Source: an optimization exercise on an open RTL-to-GDS flow (aim: small area, a short achievable clock period and few clock cycles). Production flows keep margins and buffers that such runs may drop.
The RTL was checked by simulation tests, not by an equivalence proof against the original design.
Power is estimated from default activity; no workload was simulated.

==> nickel <==
Design bitrat_enc, start of the top module:
module bitrat_enc (
    input  wire        clk,
    input  wire        rst,         
    input  wire        start,
    input  wire        prev_bit,
    input  wire [12:0] len,         
    output reg  [11:0] in_addr,
    input  wire [7:0]  in_data,
    output reg         out_we,
    output reg  [12:0] out_addr,
    output reg  [7:0]  out_data,
    output reg         busy,
    output reg         done,
    output reg  [7:0]  cmask,
    output reg  [3:0]  maskw,
    output wire [12:0] count,
    output wire        last
);
    localparam [2:0] S_IDLE = 3'd0,
                     S_B2   = 3'd1,   
                     S_B1   = 3'd2,   
                     S_RUN  = 3'd3,   
                     S_GW   = 3'd4,   
                     S_PW   = 3'd5,   
                     S_SW   = 3'd6,   
                     S_RB   = 3'd7;   
    reg [2:0]  st;
    reg [12:0] lenr;      
    reg        lastb;     
    reg        fullp;     
    reg        f_gs, f_bs, f_ps, f_ss;       
    reg        f_ge, f_be, f_pe, f_se;       
    reg [7:0]  d;
    reg        lit;       
    reg        mbit;      
    reg        mode;      
    reg [12:0] ocur;      
    reg [12:0] gpos, ppos, spos;
    reg        g_has, p_has, s_has;    
    reg        pend_pw, pend_sw;       
    reg [7:0]  gmask, pmask, smask;
    reg [5:0]  ln;        
    reg [12:0] ocur_b;
    reg        p_has_b, s_has_b, mbit_b;
    assign count = ocur;
    assign last  = mbit;
    function [10:0] inc11(input [10:0] x);
        integer i;
        for (i = 0; i < 11; i = i + 1)
            inc11[i] = x[i] ^ ((x & ((11'd1 << i) - 11'd1)) == ((11'd1 << i) - 11'd1));
    endfunction
    function [11:0] inc12(input [11:0] x);
        integer i;
        for (i = 0; i < 12; i = i + 1)
  ...
export LEC_CHECK = 0
export ABC_CLOCK_PERIOD_IN_PS = 2000
export CAP_MARGIN = 20
export CORE_MARGIN = 2
export CORE_UTILIZATION = 40
export SETUP_SLACK_MARGIN = 2.2
export SLEW_MARGIN = 20
create_clock -name core_clock -period 5.0 [get_ports {clk}]
run.sh (not shown) runs the stock make flow with config.mk's settings and CLKGATE_MAP_FILE= SYNTH_SCRIPT=/design/flow/synth_recipe.tcl, a recipe that flattens the netlist after the stock synthesis.
==> maple: changes against nickel <==
--- a/flow/design.v
+++ b/flow/design.v
@@ -51,12 +51,17 @@
     endfunction
     function [11:0] inc12(input [11:0] x);
         integer i;
         for (i = 0; i < 12; i = i + 1)
             inc12[i] = x[i] ^ ((x & ((12'd1 << i) - 12'd1)) == ((12'd1 << i) - 12'd1));
     endfunction
+    function [6:0] dec7(input [6:0] x);
+        integer i;
+        for (i = 0; i < 7; i = i + 1)
+            dec7[i] = x[i] ^ ((x & ((7'd1 << i) - 7'd1)) == 7'd0);
+    endfunction
     function [10:0] dec11(input [10:0] x);
         integer i;
         for (i = 0; i < 11; i = i + 1)
             dec11[i] = x[i] ^ ((x & ((11'd1 << i) - 11'd1)) == 11'd0);
     endfunction
     wire [11:0] icur    = {dec11(in_addr[11:1]), in_addr[0]};
@@ -70,22 +75,18 @@
     wire [7:0] sm_base = f_ss ? 8'd0 : smask;
     wire [5:0] ln_base = f_bs ? 6'd0 : ln;
     wire       m_next  = (st == S_RUN && lit) ? d[0] : mbit;
     wire [7:0] gm_next = gm_base | (lit ? (8'h80 >> icur[2:0]) : 8'd0);
     wire       wr      = esc_mode || lit;
     wire       ng      = esc_mode ? f_bs : (lit && !g_has);
-    wire       np      = wr && !p_has;
-    wire       ns      = wr && !s_has;
     wire [10:0] oh1    = inc11(ocur[12:2]);
     wire [1:0]  ol     = ocur[1:0];
     wire [12:0] o1     = {(ol == 2'd3) ? oh1 : ocur[12:2], ol + 2'd1};
     wire [12:0] o2     = {ol[1]        ? oh1 : ocur[12:2], ol + 2'd2};
-    wire [12:0] o3     = {(ol != 2'd0) ? oh1 : ocur[12:2], ol + 2'd3};
-    wire [12:0] o4     = {oh1, ol};
-    wire [12:0] waddr  = ns ? o3 : np ? o2 : ng ? o1 : ocur;
-    wire [12:0] onext  = ns ? o4 : np ? o3 : ng ? o2 : o1;
+    wire [12:0] waddr  = ng ? o1 : ocur;
+    wire [12:0] onext  = ng ? o2 : o1;
     wire [5:0] ln_next = ln_base + {5'd0, lit} + {5'd0, lit && !g_has};
     wire       esc     = (ln_base > 6'd32) ||
                          (lit && ((ln_base >= 6'd32) || (!g_has && ln_base >= 6'd31)));
     wire [1:0] inc     = lit ? (g_has ? 2'd1 : 2'd2) : 2'd0;
     wire [1:0] q       = in_addr[4:3];
     wire       fits    = (q == 2'd1) ? ((inc == 2'd0) ? (ln_base <= 6'd5)  :
@@ -103,45 +104,42 @@
     wire [7:0] pm_grp  = (grp_end && (gm_next != 8'd0)) ? (8'h80 >> icur[5:3]) : 8'd0;
     wire [7:0] pm_esc  = (blk_end && esc_mode && esc) ? (in_addr[5] ? 8'hF0 : 8'h0F) : 8'd0;
     wire [7:0] sm_bit  = (pair_end && p_act_n && !mism) ? (8'h80 >> icur[8:6]) : 8'd0;
     wire [7:0] cm_bit  = (sec_end && s_act_n && !mism) ? (8'h80 >> icur[11:9]) : 8'd0;
     wire pw_run  = pair_end && p_act_n;
     wire sw_run  = sec_end && s_act_n;
-    wire fin_run = gw || pw_run || sw_run || lastb;
-    wire fin_st  = (st == S_GW) ? (pend_pw || pend_sw || lastb) :
-                   (st == S_PW) ? (pend_sw || lastb) : lastb;
+    wire fin_run = gw || pw_run || sec_end;
+    wire fin_st  = (st == S_GW) ? (pend_pw || sec_end) :
+                   (st == S_PW) ? sec_end : lastb;
     wire stall   = (st == S_GW) || (st == S_PW) || (st == S_SW);
     wire step    = ((st == S_RUN) && !fin_run) || (stall && !fin_st);
-    wire [6:0]  base_hi = icur[11:5] - {6'd0, f_bs};
+    wire [6:0]  base_hi = (in_addr[4:0] < 5'd3) ? dec7(in_addr[11:5]) : in_addr[11:5];
     reg [2:0] st_n;
     reg       fin_n;      
     always @(*) begin
         st_n  = st;
         fin_n = 1'b0;
         case (st)
             S_IDLE: if (start && len != 13'd0) st_n = S_B2;
             S_B2:   st_n = S_B1;
             S_B1:   st_n = S_RUN;
             S_RB:   st_n = S_B2;
             S_RUN: begin
-                if (mism)        st_n = S_RB;
-                else if (gw)     st_n = S_GW;
-                else if (pw_run) st_n = S_PW;
-                else if (sw_run) st_n = S_SW;
-                else if (lastb)  fin_n = 1'b1;
+                if (mism)         st_n = S_RB;
+                else if (gw)      st_n = S_GW;
+                else if (pw_run)  st_n = S_PW;
+                else if (sec_end) st_n = S_SW;
             end
             S_GW: begin
                 if (pend_pw)      st_n = S_PW;
-                else if (pend_sw) st_n = S_SW;
-                else if (lastb)   fin_n = 1'b1;
+                else if (sec_end) st_n = S_SW;
                 else              st_n = S_RUN;
             end
             S_PW: begin
-                if (pend_sw)    st_n = S_SW;
-                else if (lastb) fin_n = 1'b1;
-                else            st_n = S_RUN;
+                if (sec_end) st_n = S_SW;
+                else         st_n = S_RUN;
             end
             S_SW: begin
                 if (lastb) fin_n = 1'b1;
                 else       st_n = S_RUN;
             end
             default: st_n = S_IDLE;
@@ -155,13 +153,14 @@
             done   <= 1'b0;
             out_we <= 1'b0;
         end else begin
             st     <= st_n;
             busy   <= (st_n != S_IDLE);
             done   <= fin_n || (st == S_IDLE && start && len == 13'd0);
-            out_we <= ((st == S_RUN) && (wr || (!esc_mode && g_has))) || stall;
+            out_we <= ((st == S_RUN) && (wr || (!esc_mode && g_has))) ||
+                      (st == S_GW) || (st == S_PW) || (st == S_SW && pend_sw);
         end
     end
     always @(posedge clk) begin
         case (st)
             S_GW: begin
                 out_addr <= gpos;
@@ -217,13 +216,15 @@
                     g_has   <= 1'b0;
                     p_has   <= 1'b0;
                     s_has   <= 1'b0;
                     mbit    <= prev_bit;
                     mode    <= 1'b0;
                     in_addr <= 12'd0;
-                    ocur    <= 13'd0;
+                    spos    <= 13'd0;
+                    ppos    <= 13'd1;
+                    ocur    <= (len == 13'd0) ? 13'd0 : 13'd2;
                     cmask   <= 8'd0;
                 end
             end
             S_RB: begin
                 in_addr <= {base_hi, 5'd0};
                 lastb   <= 1'b0;
@@ -247,15 +248,13 @@
                 if (f_bs && fullp) begin
                     ocur_b  <= ocur;
                     p_has_b <= p_has;
                     s_has_b <= s_has;
                     mbit_b  <= mbit;
                 end
-                if (ns) spos <= ocur;
-                if (np) ppos <= ns ? o1 : ocur;
-                if (ng) gpos <= ns ? o2 : np ? o1 : ocur;
+                if (ng) gpos <= ocur;
                 if (lit) mbit <= d[0];
                 if (wr) ocur <= onext;
                 gmask   <= gm_next;
                 ln      <= ln_next;
                 g_has   <= !grp_end && (g_has || lit);
                 p_has   <= !pair_end && p_act_n;
@@ -263,10 +262,31 @@
                 pend_pw <= pw_run;
                 pend_sw <= sw_run;
                 pmask   <= pm_base | pm_grp | pm_esc;
                 smask   <= sm_base | sm_bit;
                 cmask   <= cmask | cm_bit;
             end
+            S_PW: begin
+                if (!sec_end) begin
+                    ppos <= ocur;
+                    ocur <= o1;
+                end
+            end
+            S_SW: begin
+                if (lastb) begin
+                    ocur <= !pend_sw ? spos : !pend_pw ? ppos : ocur;
+                end else if (pend_sw) begin
+                    if (pend_pw) begin
+                        spos <= ocur;
+                        ppos <= o1;
+                        ocur <= o2;
+                    end else begin
+                        spos <= ppos;
+                        ppos <= ocur;
+                        ocur <= o1;
+                    end
+                end
+            end
             default: ;
         endcase
     end
 endmodule
- SETUP_SLACK_MARGIN: 2.2 -> 3.3
==> tundra: changes against nickel <==
--- a/flow/design.v
+++ b/flow/design.v
@@ -51,12 +51,17 @@
     endfunction
     function [11:0] inc12(input [11:0] x);
         integer i;
         for (i = 0; i < 12; i = i + 1)
             inc12[i] = x[i] ^ ((x & ((12'd1 << i) - 12'd1)) == ((12'd1 << i) - 12'd1));
     endfunction
+    function [6:0] dec7(input [6:0] x);
+        integer i;
+        for (i = 0; i < 7; i = i + 1)
+            dec7[i] = x[i] ^ ((x & ((7'd1 << i) - 7'd1)) == 7'd0);
+    endfunction
     function [10:0] dec11(input [10:0] x);
         integer i;
         for (i = 0; i < 11; i = i + 1)
             dec11[i] = x[i] ^ ((x & ((11'd1 << i) - 11'd1)) == 11'd0);
     endfunction
     wire [11:0] icur    = {dec11(in_addr[11:1]), in_addr[0]};
@@ -70,22 +75,18 @@
     wire [7:0] sm_base = f_ss ? 8'd0 : smask;
     wire [5:0] ln_base = f_bs ? 6'd0 : ln;
     wire       m_next  = (st == S_RUN && lit) ? d[0] : mbit;
     wire [7:0] gm_next = gm_base | (lit ? (8'h80 >> icur[2:0]) : 8'd0);
     wire       wr      = esc_mode || lit;
     wire       ng      = esc_mode ? f_bs : (lit && !g_has);
-    wire       np      = wr && !p_has;
-    wire       ns      = wr && !s_has;
     wire [10:0] oh1    = inc11(ocur[12:2]);
     wire [1:0]  ol     = ocur[1:0];
     wire [12:0] o1     = {(ol == 2'd3) ? oh1 : ocur[12:2], ol + 2'd1};
     wire [12:0] o2     = {ol[1]        ? oh1 : ocur[12:2], ol + 2'd2};
-    wire [12:0] o3     = {(ol != 2'd0) ? oh1 : ocur[12:2], ol + 2'd3};
-    wire [12:0] o4     = {oh1, ol};
-    wire [12:0] waddr  = ns ? o3 : np ? o2 : ng ? o1 : ocur;
-    wire [12:0] onext  = ns ? o4 : np ? o3 : ng ? o2 : o1;
+    wire [12:0] waddr  = ng ? o1 : ocur;
+    wire [12:0] onext  = ng ? o2 : o1;
     wire [5:0] ln_next = ln_base + {5'd0, lit} + {5'd0, lit && !g_has};
     wire       esc     = (ln_base > 6'd32) ||
                          (lit && ((ln_base >= 6'd32) || (!g_has && ln_base >= 6'd31)));
     wire [1:0] inc     = lit ? (g_has ? 2'd1 : 2'd2) : 2'd0;
     wire [1:0] q       = in_addr[4:3];
     wire       fits    = (q == 2'd1) ? ((inc == 2'd0) ? (ln_base <= 6'd5)  :
@@ -103,45 +104,42 @@
     wire [7:0] pm_grp  = (grp_end && (gm_next != 8'd0)) ? (8'h80 >> icur[5:3]) : 8'd0;
     wire [7:0] pm_esc  = (blk_end && esc_mode && esc) ? (in_addr[5] ? 8'hF0 : 8'h0F) : 8'd0;
     wire [7:0] sm_bit  = (pair_end && p_act_n && !mism) ? (8'h80 >> icur[8:6]) : 8'd0;
     wire [7:0] cm_bit  = (sec_end && s_act_n && !mism) ? (8'h80 >> icur[11:9]) : 8'd0;
     wire pw_run  = pair_end && p_act_n;
     wire sw_run  = sec_end && s_act_n;
-    wire fin_run = gw || pw_run || sw_run || lastb;
-    wire fin_st  = (st == S_GW) ? (pend_pw || pend_sw || lastb) :
-                   (st == S_PW) ? (pend_sw || lastb) : lastb;
+    wire fin_run = gw || pw_run || sec_end;
+    wire fin_st  = (st == S_GW) ? (pend_pw || sec_end) :
+                   (st == S_PW) ? sec_end : lastb;
     wire stall   = (st == S_GW) || (st == S_PW) || (st == S_SW);
     wire step    = ((st == S_RUN) && !fin_run) || (stall && !fin_st);
-    wire [6:0]  base_hi = icur[11:5] - {6'd0, f_bs};
+    wire [6:0]  base_hi = (in_addr[4:0] < 5'd3) ? dec7(in_addr[11:5]) : in_addr[11:5];
     reg [2:0] st_n;
     reg       fin_n;      
     always @(*) begin
         st_n  = st;
         fin_n = 1'b0;
         case (st)
             S_IDLE: if (start && len != 13'd0) st_n = S_B2;
             S_B2:   st_n = S_B1;
             S_B1:   st_n = S_RUN;
             S_RB:   st_n = S_B2;
             S_RUN: begin
-                if (mism)        st_n = S_RB;
-                else if (gw)     st_n = S_GW;
-                else if (pw_run) st_n = S_PW;
-                else if (sw_run) st_n = S_SW;
-                else if (lastb)  fin_n = 1'b1;
+                if (mism)         st_n = S_RB;
+                else if (gw)      st_n = S_GW;
+                else if (pw_run)  st_n = S_PW;
+                else if (sec_end) st_n = S_SW;
             end
             S_GW: begin
                 if (pend_pw)      st_n = S_PW;
-                else if (pend_sw) st_n = S_SW;
-                else if (lastb)   fin_n = 1'b1;
+                else if (sec_end) st_n = S_SW;
                 else              st_n = S_RUN;
             end
             S_PW: begin
-                if (pend_sw)    st_n = S_SW;
-                else if (lastb) fin_n = 1'b1;
-                else            st_n = S_RUN;
+                if (sec_end) st_n = S_SW;
+                else         st_n = S_RUN;
             end
             S_SW: begin
                 if (lastb) fin_n = 1'b1;
                 else       st_n = S_RUN;
             end
             default: st_n = S_IDLE;
@@ -155,13 +153,14 @@
             done   <= 1'b0;
             out_we <= 1'b0;
         end else begin
             st     <= st_n;
             busy   <= (st_n != S_IDLE);
             done   <= fin_n || (st == S_IDLE && start && len == 13'd0);
-            out_we <= ((st == S_RUN) && (wr || (!esc_mode && g_has))) || stall;
+            out_we <= ((st == S_RUN) && (wr || (!esc_mode && g_has))) ||
+                      (st == S_GW) || (st == S_PW) || (st == S_SW && pend_sw);
         end
     end
     always @(posedge clk) begin
         case (st)
             S_GW: begin
                 out_addr <= gpos;
@@ -217,13 +216,15 @@
                     g_has   <= 1'b0;
                     p_has   <= 1'b0;
                     s_has   <= 1'b0;
                     mbit    <= prev_bit;
                     mode    <= 1'b0;
                     in_addr <= 12'd0;
-                    ocur    <= 13'd0;
+                    spos    <= 13'd0;
+                    ppos    <= 13'd1;
+                    ocur    <= (len == 13'd0) ? 13'd0 : 13'd2;
                     cmask   <= 8'd0;
                 end
             end
             S_RB: begin
                 in_addr <= {base_hi, 5'd0};
                 lastb   <= 1'b0;
@@ -247,15 +248,13 @@
                 if (f_bs && fullp) begin
                     ocur_b  <= ocur;
                     p_has_b <= p_has;
                     s_has_b <= s_has;
                     mbit_b  <= mbit;
                 end
-                if (ns) spos <= ocur;
-                if (np) ppos <= ns ? o1 : ocur;
-                if (ng) gpos <= ns ? o2 : np ? o1 : ocur;
+                if (ng) gpos <= ocur;
                 if (lit) mbit <= d[0];
                 if (wr) ocur <= onext;
                 gmask   <= gm_next;
                 ln      <= ln_next;
                 g_has   <= !grp_end && (g_has || lit);
                 p_has   <= !pair_end && p_act_n;
@@ -263,10 +262,31 @@
                 pend_pw <= pw_run;
                 pend_sw <= sw_run;
                 pmask   <= pm_base | pm_grp | pm_esc;
                 smask   <= sm_base | sm_bit;
                 cmask   <= cmask | cm_bit;
             end
+            S_PW: begin
+                if (!sec_end) begin
+                    ppos <= ocur;
+                    ocur <= o1;
+                end
+            end
+            S_SW: begin
+                if (lastb) begin
+                    ocur <= !pend_sw ? spos : !pend_pw ? ppos : ocur;
+                end else if (pend_sw) begin
+                    if (pend_pw) begin
+                        spos <= ocur;
+                        ppos <= o1;
+                        ocur <= o2;
+                    end else begin
+                        spos <= ppos;
+                        ppos <= ocur;
+                        ocur <= o1;
+                    end
+                end
+            end
             default: ;
         endcase
     end
 endmodule
==> flow/flow/run.sh (new file) <==
#!/bin/bash
# Standard layout, with the port buffers made from the smallest buffer
# (buf_1) instead of the default choice; repair may still resize them.
set -euo pipefail
echo 'export BUFFER_PORTS_ARGS = -buffer_cell sky130_fd_sc_hd__buf_1' >> config.mk
bash standard.sh finish > standard.log 2>&1
==> flow/standard.sh (new file) <==
#!/bin/bash
# synth_recipe.tcl (not shown) runs the flow's synth.tcl, then flattens the netlist and writes it again
# the make line also repeats each setting of config.mk as NAME=value (left out here)
make -C /OpenROAD-flow-scripts/flow DESIGN_CONFIG=/design/flow/config.mk WORK_HOME=/design/flow/orfs CLKGATE_MAP_FILE= SYNTH_SCRIPT=/design/flow/synth_recipe.tcl "${@:-finish}"
- ABC_CLOCK_PERIOD_IN_PS: 2000 -> default
- BUFFER_PORTS_ARGS: default -> -buffer_cell sky130_fd_sc_hd__buf_1
- CORE_UTILIZATION: 40 -> 70
- SETUP_SLACK_MARGIN: 2.2 -> 2.7
removed: flow/run.sh
==> notes <==
Hold slack, highest first: maple, nickel, tundra.
The lowest routed wire length belongs to nickel, the highest to maple.
Final cell count, lowest first: tundra, nickel, maple.
nickel passed the timing, design-rule and antenna checks. maple ran to the end with no violations. tundra finished clean.
Against maple, the sequential power of nickel is larger by about 18%.
Die area: tundra < nickel < maple.
Against maple, the critical path depth of nickel is higher by 2.
Testbench counts of nickel, summed over its fixed seeds: cycles 340,412.
Testbench counts of maple, summed over its fixed seeds: cycles 340,437.
Testbench counts of tundra, summed over its fixed seeds: cycles 340,437.

static timing again, ports no longer ideal:
The flow's constraints put no driver on any port. The routed layouts listed below were extracted and timed again, unchanged, in two steps.
Step 1, drivers: a clkbuf_16 drives clk and a buf_2 each remaining input, both assumed.
Step 2 adds t to the input delays and takes it off the output delays; t is the mean of the earliest and latest rising clock arrival at the registers after step 1. Input paths then give back, and output paths get back, about the clock's delay inside the block.
Three values: no drivers, after step 1, after step 2; two values: the first two.
run | t, ns | slack for setup (ns) | worst slew at a driven data input, ns
nickel | 0.486 | 2.230 / 2.210 / 1.821 | 0.04
maple | 0.496 | 2.694 / 2.694 / 2.508 | 0.05
tundra | 0.484 | 2.646 / 2.639 / 2.422 | 0.03
After both steps setup and hold are still met in every run listed. The setup slack of nickel, which loses most, moves by -0.020 ns with the drivers and by -0.409 ns with both steps.
